This design comes from an exercise in tuning for small area, a short achievable clock period and few clock cycles on the open sky130 flow, not from production work.
The RTL was checked by simulation tests, not by an equivalence proof against the original design.
Power is estimated from default activity; no workload was simulated.

==> 01-21 <==
// xpfe
module xpfe (
    input             clk,
    input             rst,
    input      [4:0]  cfg_nh,
    input      [127:0] cfg_ids,
    input             in_valid,
    output            in_ready,
    input             in_kind,
    input      [31:0] in_data,
    output reg        tx_valid,
    input             tx_ready,
    output reg [7:0]  tx_data,
    output reg        tx_last,
    input             tx_err,
    output reg        res_valid,
    input             res_ready,
    output reg [2:0]  res_code,
    output reg        ev_valid,
    input             ev_ready,
    output reg [2:0]  ev_kind,
    output     [3:0]  ev_handle,
    output reg [3:0]  ev_reg,
    output     [7:0]  ev_id,
    output     [7:0]  ev_status,
    output reg [15:0] ev_a,
    output     [15:0] ev_b
);
    localparam [15:0] C4 = 16'h0E28;    
    localparam integer R  = 4;          
    function [15:0] crc_step;
        input [15:0] acc;
        input [7:0]  b;
        reg   [15:0] t;
        integer k;
        begin
            t = {acc[15:8] ^ b, 8'h00};
            for (k = 0; k < 8; k = k + 1)
                t = t[15] ? ((t << 1) ^ 16'h8005) : (t << 1);
            crc_step = {acc[7:0], 8'h00} ^ t;
        end
    endfunction
    function [1:0] kmp_next;
        input [1:0] s;
        input [7:0] b;
        begin
            case (s)
                2'd0: kmp_next = (b == 8'hFF) ? 2'd1 : 2'd0;
                2'd1: kmp_next = (b == 8'hFF) ? 2'd2 : 2'd0;
                2'd2: kmp_next = (b == 8'hFD) ? 2'd3 : (b == 8'hFF) ? 2'd2 : 2'd0;
                default: kmp_next = (b == 8'hFF) ? 2'd1 : 2'd0;
            endcase
        end
    endfunction
    function [7:0] reg_addr;
        input [3:0] r;
        begin
            case (r)
                4'd0:  reg_addr = 8'h19;
                4'd1:  reg_addr = 8'h1E;
                4'd2:  reg_addr = 8'h25;
                4'd3:  reg_addr = 8'h20;
                4'd4:  reg_addr = 8'h27;
                4'd5:  reg_addr = 8'h18;
                4'd6:  reg_addr = 8'h0B;
                4'd7:  reg_addr = 8'h29;
                4'd8:  reg_addr = 8'h2D;
                4'd9:  reg_addr = 8'h2E;
                4'd10: reg_addr = 8'h1D;
                4'd11: reg_addr = 8'h1C;
                4'd12: reg_addr = 8'h1B;
                default: reg_addr = 8'h00;
            endcase
        end
    endfunction
  ...
Settings: LEC_CHECK=0, CAP_MARGIN=20, CORE_MARGIN=2, CORE_UTILIZATION=40, CTS_CLUSTER_DIAMETER=100, CTS_CLUSTER_SIZE=25, SETUP_SLACK_MARGIN=5, SLEW_MARGIN=20; clock period 8.0 ns.
standard.sh (not shown) runs the stock make flow with config.mk's settings and CLKGATE_MAP_FILE= SYNTH_SCRIPT=/design/flow/synth_recipe.tcl, a recipe that flattens the netlist after the stock synthesis.
==> flow/flow/run.sh <==
#!/bin/bash
# The standard layout, except that the port buffers are the platform's
# smallest buffer (buf_1) instead of the delay buffer buffer_ports picks.
# Each tool's output is kept under orfs/logs; make's own output goes to
# standard.log.
set -euo pipefail
export BUFFER_PORTS_ARGS="-buffer_cell sky130_fd_sc_hd__buf_1"
bash standard.sh > standard.log 2>&1
==> inputs of 03-16, as changes to 01-21 <==
--- a/flow/design.v
+++ b/flow/design.v
@@ -14,20 +14,20 @@
     input             tx_err,
     output reg        res_valid,
     input             res_ready,
     output reg [2:0]  res_code,
     output reg        ev_valid,
     input             ev_ready,
     output reg [2:0]  ev_kind,
     output     [3:0]  ev_handle,
-    output reg [3:0]  ev_reg,
+    output     [3:0]  ev_reg,
     output     [7:0]  ev_id,
     output     [7:0]  ev_status,
-    output reg [15:0] ev_a,
+    output     [15:0] ev_a,
     output     [15:0] ev_b
 );
     localparam [15:0] C4 = 16'h0E28;    
     localparam integer R  = 4;          
     function [15:0] crc_step;
         input [15:0] acc;
         input [7:0]  b;
         reg   [15:0] t;
@@ -207,16 +207,24 @@
         hhit <= lk_hit;
         hidx <= lk_idx;
         L4   <= (rL == 16'd4);
         L5   <= (rL == 16'd5);
         L6   <= (rL == 16'd6);
         al   <= al_n;
         kmp  <= kmp_n;
         rep  <= rep_n;
+        if (evnew && !malf && !crcok) begin
+            b5 <= rcrc[7:0];
+            b6 <= rcrc[15:8];
+        end else if (evnew && !malf && hhit && !L4) begin
+            b5 <= b9;
+            b6 <= b10;
+            b9 <= {4'd0, pend[hidx]};
+        end
         if (pstep && al) begin
             case (n)
                 4'd4: b4 <= pb;
                 4'd5: b5 <= pb;
                 4'd6: b6 <= pb;
                 4'd7: ;
                 4'd8: b8 <= pb;
                 4'd9: begin
@@ -270,36 +278,29 @@
                 xL6     <= L6;
             end
         end
     end
     wire evv_n = !rst && ((ev_valid && !ev_ready) || evnew);
     always @(posedge clk) begin
         ev_valid <= evv_n;
         if (evnew) begin
-            ev_reg <= pend[hidx];
-            if (malf) begin
-                ev_kind <= 3'd2;
-                ev_a    <= rL;
-            end else if (!crcok) begin
-                ev_kind <= 3'd3;
-                ev_a    <= rcrc;
-            end else if (!hhit) begin
-                ev_kind <= 3'd4;
-                ev_a    <= rL;
-            end else begin
-                ev_kind <= L4 ? 3'd0 : 3'd1;
-                ev_a    <= {b10, b9};
-            end
+            if (malf)           ev_kind <= 3'd2;
+            else if (!crcok)    ev_kind <= 3'd3;
+            else if (!hhit)     ev_kind <= 3'd4;
+            else if (L4)        ev_kind <= 3'd0;
+            else                ev_kind <= 3'd1;
         end
     end
     assign ev_id     = b4;
     assign ev_status = b8;
     assign ev_handle = hidx;
     assign ev_b      = {bc1, bc0};
+    assign ev_a      = {b6, b5};
+    assign ev_reg    = b9[3:0];
     always @(posedge clk) begin
         if (rst) begin
             for (i = 0; i < 16; i = i + 1)
                 pend[i] <= 4'd15;
         end else if (cmd_in && i_frame && i_rd) begin
             pend[ih] <= ireg;
         end
     end
Settings changed: CORE_UTILIZATION 40 to 60.
==> inputs of 11-15, as changes to 01-21 <==
--- a/flow/design.v
+++ b/flow/design.v
@@ -318,20 +318,19 @@
     reg        busy;
     reg [3:0]  tidx;           
     reg [15:0] tcrc;
     reg        t_fin;          
     reg        fdone, ferr;    
     wire        t_ld   = !tx_valid || tx_ready;
     wire        t_acc  = tx_valid && tx_ready;
     wire [15:0] t_cnx  = crc_step(tcrc, tx_data);
-    wire        go_e   = busy && !tx_last && !(t_fin && fdone);    
-    wire        new_e  = (!busy || tx_last) && qv0;                
-    wire        pop_e  = go_e && (t_l7 ? (tidx == 4'd10) : (tidx == 4'd9));
-    wire        q_pop  = t_ld && pop_e;    
+    wire        t_go   = t_ld && busy && !tx_last && !(t_fin && fdone);
+    wire        t_new  = t_ld && (!busy || tx_last) && qv0;
+    wire        q_pop  = t_go && (t_l7 ? (tidx == 4'd10) : (tidx == 4'd9));
     reg [7:0] t_byte;
     always @(*) begin
         case (tidx)
             4'd3:  t_byte = h_id;
             4'd4:  t_byte = t_l7 ? 8'd7 : 8'd6;
             4'd6:  t_byte = {7'd1, !h_rd};
             4'd7:  t_byte = reg_addr(h_reg);
             4'd9:  t_byte = h_p2;
@@ -342,37 +341,38 @@
             4'd1:  t_byte = 8'hFD;
             default: t_byte = 8'h00;
         endcase
     end
     always @(posedge clk) begin
         if (rst) begin
             tx_valid <= 1'b0;
             busy     <= 1'b0;
-        end else if (t_ld) begin
-            tx_valid <= new_e || go_e;
-            if (new_e) begin
-                tx_data <= 8'hFF;
-                tx_last <= 1'b0;
-                tidx    <= 4'd0;
-                t_fin   <= 1'b0;
-                t_l7    <= q_l7;
-                busy    <= 1'b1;
-                tcrc    <= C4;
-            end else begin
-                if (tx_valid && (tidx[3:2] == 2'b01 || tidx[3:2] == 2'b10 || (tidx == 4'd11 && h_l7)))
-                    tcrc <= t_cnx;
-                if (go_e) begin
-                    tx_data <= t_byte;
-                    tx_last <= t_fin;
-                    tidx    <= tidx + 4'd1;
-                    t_fin   <= h_l7 ? (tidx == 4'd11) : (tidx == 4'd10);
-                end else if (tx_valid && tx_last) begin
+        end else begin
+            if (t_acc && (tidx[3:2] == 2'b01 || tidx[3:2] == 2'b10 || (tidx == 4'd11 && h_l7)))
+                tcrc <= t_cnx;
+            if (t_new) begin
+                tx_valid <= 1'b1;
+                tx_data  <= 8'hFF;
+                tx_last  <= 1'b0;
+                tidx     <= 4'd0;
+                t_fin    <= 1'b0;
+                t_l7     <= q_l7;
+                busy     <= 1'b1;
+                tcrc     <= C4;
+            end else if (t_go) begin
+                tx_valid <= 1'b1;
+                tx_data  <= t_byte;
+                tx_last  <= t_fin;
+                tidx     <= tidx + 4'd1;
+                t_fin    <= h_l7 ? (tidx == 4'd11) : (tidx == 4'd10);
+            end else if (t_acc) begin
+                tx_valid <= 1'b0;
+                if (tx_last)
                     busy <= 1'b0;
-                end
             end
         end
     end
     wire [2:0] rh    = rq[0];
     wire       r_pop = rqv[0] && (!res_valid || res_ready) && (rh != 3'd0 || fdone);
     always @(posedge clk) begin
         if (rst) begin
             res_valid <= 1'b0;
@@ -391,17 +391,17 @@
                 ferr  <= tx_err;
             end
         end
     end
     wire         q_push = cmd_in && i_frame;
     wire [24:0]  q_new  = {i_rd, ireg, ih, idat};
     wire [R-1:0] rvs    = r_pop ? {1'b0, rqv[R-1:1]} : rqv;    
     wire         qv0_n  = !rst && (q_push || (qv0 && !q_pop) || qv1);
-    wire         qv1_n  = !rst && !q_pop && (qv1 || (q_push && qv0));
+    wire         qv1_n  = !rst && ((q_push && qv0 && !q_pop) || (qv1 && !q_pop));
     wire [R-1:0] rqv_n  = rst ? {R{1'b0}} : cmd_in ? {rvs[R-2:0], 1'b1} : rvs;
     always @(posedge clk) begin
         if (q_push && (!qv0 || q_pop))
             q0 <= q_new;
         else if (q_pop)
             q0 <= q1;
         if (q_push && qv0 && !q_pop)
             q1 <= q_new;
Settings changed: CTS_CLUSTER_DIAMETER 100 to default, CTS_CLUSTER_SIZE 25 to default.
==> inputs of 03-06, as changes to 01-21 <==
--- a/flow/design.v
+++ b/flow/design.v
@@ -14,20 +14,20 @@
     input             tx_err,
     output reg        res_valid,
     input             res_ready,
     output reg [2:0]  res_code,
     output reg        ev_valid,
     input             ev_ready,
     output reg [2:0]  ev_kind,
     output     [3:0]  ev_handle,
-    output reg [3:0]  ev_reg,
+    output     [3:0]  ev_reg,
     output     [7:0]  ev_id,
     output     [7:0]  ev_status,
-    output reg [15:0] ev_a,
+    output     [15:0] ev_a,
     output     [15:0] ev_b
 );
     localparam [15:0] C4 = 16'h0E28;    
     localparam integer R  = 4;          
     function [15:0] crc_step;
         input [15:0] acc;
         input [7:0]  b;
         reg   [15:0] t;
@@ -184,39 +184,72 @@
             kmp_n = 2'd0;
         end
         if (rst) begin
             al_n  = 1'b0;
             kmp_n = 2'd0;
             rep_n = 1'b0;
         end
     end
-    reg        lk_hit;
-    reg [3:0]  lk_idx;
+    reg  [1:0]  rot;
+    reg  [31:0] grp;           
     always @(*) begin
-        lk_hit = 1'b0;
-        lk_idx = 4'd0;
-        for (i = 0; i < 16; i = i + 1) begin
-            if ((i < cfg_nh) && (cfg_ids[i*8 +: 8] == b4)) begin
-                lk_hit = 1'b1;
-                lk_idx = lk_idx | i[3:0];
-            end
-        end
-        if (b4 == 8'd254)
-            lk_hit = 1'b0;
+        case (rot)
+            2'd0:    grp = cfg_ids[31:0];
+            2'd1:    grp = cfg_ids[63:32];
+            2'd2:    grp = cfg_ids[95:64];
+            default: grp = cfg_ids[127:96];
+        endcase
+    end
+    reg  [15:0] hv;            
+    always @(*)
+        for (i = 0; i < 16; i = i + 1)
+            hv[i] = (i < cfg_nh);
+    reg  [3:0]  gv;            
+    always @(*) begin
+        case (rot)
+            2'd0:    gv = hv[3:0];
+            2'd1:    gv = hv[7:4];
+            2'd2:    gv = hv[11:8];
+            default: gv = hv[15:12];
+        endcase
     end
+    reg  [3:0]  gm;            
+    always @(*)
+        for (i = 0; i < 4; i = i + 1)
+            gm[i] = (grp[i*8 +: 8] == b4) && gv[i] && (b4 != 8'd254);
+    reg  [3:0]  gmr;
+    reg  [1:0]  rotr;
+    reg         wr4;           
     always @(posedge clk) begin
-        hhit <= lk_hit;
-        hidx <= lk_idx;
+        rot  <= rst ? 2'd0 : rot + 2'd1;
+        gmr  <= gm;
+        rotr <= rot;
+        wr4  <= pstep && al && n == 4'd4;
+        if (wr4) begin
+            hhit <= 1'b0;
+            hidx <= 4'd0;
+        end else if (gmr != 4'd0) begin
+            hhit <= 1'b1;
+            hidx <= {rotr, gmr[2] | gmr[3], gmr[1] | gmr[3]};
+        end
         L4   <= (rL == 16'd4);
         L5   <= (rL == 16'd5);
         L6   <= (rL == 16'd6);
         al   <= al_n;
         kmp  <= kmp_n;
         rep  <= rep_n;
+        if (evnew && !malf && !crcok) begin
+            b5 <= rcrc[7:0];
+            b6 <= rcrc[15:8];
+        end else if (evnew && !malf && hhit && !L4) begin
+            b5 <= b9;
+            b6 <= b10;
+            b9 <= {4'd0, pend[hidx]};
+        end
         if (pstep && al) begin
             case (n)
                 4'd4: b4 <= pb;
                 4'd5: b5 <= pb;
                 4'd6: b6 <= pb;
                 4'd7: ;
                 4'd8: b8 <= pb;
                 4'd9: begin
@@ -270,53 +303,55 @@
                 xL6     <= L6;
             end
         end
     end
     wire evv_n = !rst && ((ev_valid && !ev_ready) || evnew);
     always @(posedge clk) begin
         ev_valid <= evv_n;
         if (evnew) begin
-            ev_reg <= pend[hidx];
-            if (malf) begin
-                ev_kind <= 3'd2;
-                ev_a    <= rL;
-            end else if (!crcok) begin
-                ev_kind <= 3'd3;
-                ev_a    <= rcrc;
-            end else if (!hhit) begin
-                ev_kind <= 3'd4;
-                ev_a    <= rL;
-            end else begin
-                ev_kind <= L4 ? 3'd0 : 3'd1;
-                ev_a    <= {b10, b9};
-            end
+            if (malf)           ev_kind <= 3'd2;
+            else if (!crcok)    ev_kind <= 3'd3;
+            else if (!hhit)     ev_kind <= 3'd4;
+            else if (L4)        ev_kind <= 3'd0;
+            else                ev_kind <= 3'd1;
         end
     end
     assign ev_id     = b4;
     assign ev_status = b8;
     assign ev_handle = hidx;
     assign ev_b      = {bc1, bc0};
+    assign ev_a      = {b6, b5};
+    assign ev_reg    = b9[3:0];
     always @(posedge clk) begin
         if (rst) begin
             for (i = 0; i < 16; i = i + 1)
                 pend[i] <= 4'd15;
         end else if (cmd_in && i_frame && i_rd) begin
             pend[ih] <= ireg;
         end
     end
     wire        h_rd   = q0[24];
     wire [3:0]  h_reg  = q0[23:20];
     wire [3:0]  h_h    = q0[19:16];
     wire [15:0] h_val  = q0[15:0];
     wire        h_wide = reg_wide(h_reg);
     wire        q_l7   = h_rd || h_wide;
     reg         t_l7;           
     wire        h_l7   = t_l7;
-    wire [7:0]  h_id   = cfg_ids[h_h*8 +: 8];
+    reg  [7:0]  h_id;          
+    always @(*) begin
+        case (h_h[1:0])
+            2'd0:    h_id = grp[7:0];
+            2'd1:    h_id = grp[15:8];
+            2'd2:    h_id = grp[23:16];
+            default: h_id = grp[31:24];
+        endcase
+    end
+    wire        h_cap  = (rot == h_h[3:2]);
     wire [7:0]  h_p2   = h_rd ? (h_wide ? 8'd2 : 8'd1) :
                          (h_reg == 4'd0) ? {5'd0, h_val[2:0]} : h_val[7:0];
     wire [7:0]  h_p3   = h_rd ? 8'h00 : h_val[15:8];
     reg        busy;
     reg [3:0]  tidx;           
     reg [15:0] tcrc;
     reg        t_fin;          
     reg        fdone, ferr;    
@@ -325,17 +360,17 @@
     wire [15:0] t_cnx  = crc_step(tcrc, tx_data);
     wire        go_e   = busy && !tx_last && !(t_fin && fdone);    
     wire        new_e  = (!busy || tx_last) && qv0;                
     wire        pop_e  = go_e && (t_l7 ? (tidx == 4'd10) : (tidx == 4'd9));
     wire        q_pop  = t_ld && pop_e;    
     reg [7:0] t_byte;
     always @(*) begin
         case (tidx)
-            4'd3:  t_byte = h_id;
+            4'd3:  t_byte = tcrc[7:0];    
             4'd4:  t_byte = t_l7 ? 8'd7 : 8'd6;
             4'd6:  t_byte = {7'd1, !h_rd};
             4'd7:  t_byte = reg_addr(h_reg);
             4'd9:  t_byte = h_p2;
             4'd10: t_byte = h_l7 ? h_p3 : t_cnx[7:0];
             4'd11: t_byte = h_l7 ? t_cnx[7:0] : tcrc[15:8];
             4'd12: t_byte = tcrc[15:8];
             4'd0:  t_byte = 8'hFF;
@@ -351,31 +386,41 @@
             tx_valid <= new_e || go_e;
             if (new_e) begin
                 tx_data <= 8'hFF;
                 tx_last <= 1'b0;
                 tidx    <= 4'd0;
                 t_fin   <= 1'b0;
                 t_l7    <= q_l7;
                 busy    <= 1'b1;
-                tcrc    <= C4;
             end else begin
-                if (tx_valid && (tidx[3:2] == 2'b01 || tidx[3:2] == 2'b10 || (tidx == 4'd11 && h_l7)))
-                    tcrc <= t_cnx;
                 if (go_e) begin
                     tx_data <= t_byte;
                     tx_last <= t_fin;
                     tidx    <= tidx + 4'd1;
                     t_fin   <= h_l7 ? (tidx == 4'd11) : (tidx == 4'd10);
                 end else if (tx_valid && tx_last) begin
                     busy <= 1'b0;
                 end
             end
         end
     end
+    always @(posedge clk) begin
+        if (t_ld && new_e) begin
+            tcrc[15:8] <= C4[15:8];
+            if (h_cap)
+                tcrc[7:0] <= h_id;
+        end else if (t_ld && go_e && tidx == 4'd3) begin
+            tcrc[7:0] <= C4[7:0];
+        end else if (t_ld && tx_valid && (tidx[3:2] == 2'b01 || tidx[3:2] == 2'b10 || (tidx == 4'd11 && h_l7))) begin
+            tcrc <= t_cnx;
+        end else if (busy && tidx <= 4'd2 && h_cap) begin
+            tcrc[7:0] <= h_id;
+        end
+    end
     wire [2:0] rh    = rq[0];
     wire       r_pop = rqv[0] && (!res_valid || res_ready) && (rh != 3'd0 || fdone);
     always @(posedge clk) begin
         if (rst) begin
             res_valid <= 1'b0;
             fdone     <= 1'b0;
         end else begin
             if (r_pop) begin
Settings changed: CORE_UTILIZATION 40 to 60.
==> notes <==
- The lowest total power belongs to 03-16, the highest to 11-15.
- Of 03-06 and 11-15, 11-15 has the higher clock power (gap 49%, measured against 11-15).
- Sequential share of layout area: 11-15 < 03-16 < 01-21 < 03-06.
- Of 03-06 and 11-15, 03-06 has the higher combinational power (gap about 60%, measured against 11-15).
Testbench counts of 01-21, summed over its fixed seeds: cycles 27,773.
Testbench counts of 03-16, summed over its fixed seeds: cycles 27,773.
Testbench counts of 11-15, summed over its fixed seeds: cycles 27,773.
Testbench counts of 03-06, summed over its fixed seeds: cycles 27,773.

==> re-timing with driven ports <==
The results above use ideal ports. As a check the final layouts listed here were re-extracted and re-timed, cells and wires unchanged.
Step 1: set_driving_cell puts a clkbuf_16 on clk and a buf_2 on each other input, an assumption about the parent block.
Step 2 moves the port delays by t, midway between the first and last clock arrival at a register: inputs arrive t later, outputs are due t later. That takes back most of the time a late clock gives input paths.
Slacks: no drivers / after step 1 / after step 2; pairs: no drivers / after step 1.
run | t, ns | setup slack, ns | worst setup path at the end | latest minus earliest clock arrival (ns) | slew at the worst register clock pin (ns)
01-21 | 0.587 | 5.015 / 4.999 / 4.439 | input to register | 0.035 / 0.035 | 0.11 / 0.11
03-16 | 0.562 | 5.047 / 5.028 / 4.505 | input to register | 0.026 / 0.025 | 0.11 / 0.11
11-15 | 0.579 | 4.894 / 4.885 / 4.307 | input to register | 0.013 / 0.013 | 0.06 / 0.06
03-06 | 0.559 | 5.029 / 4.988 / 4.477 | input to register | 0.018 / 0.018 | 0.10 / 0.10
After both steps setup and hold are still met in every run listed. The setup slack of 11-15, which loses most, moves by -0.009 ns with the drivers and by -0.587 ns with both steps.
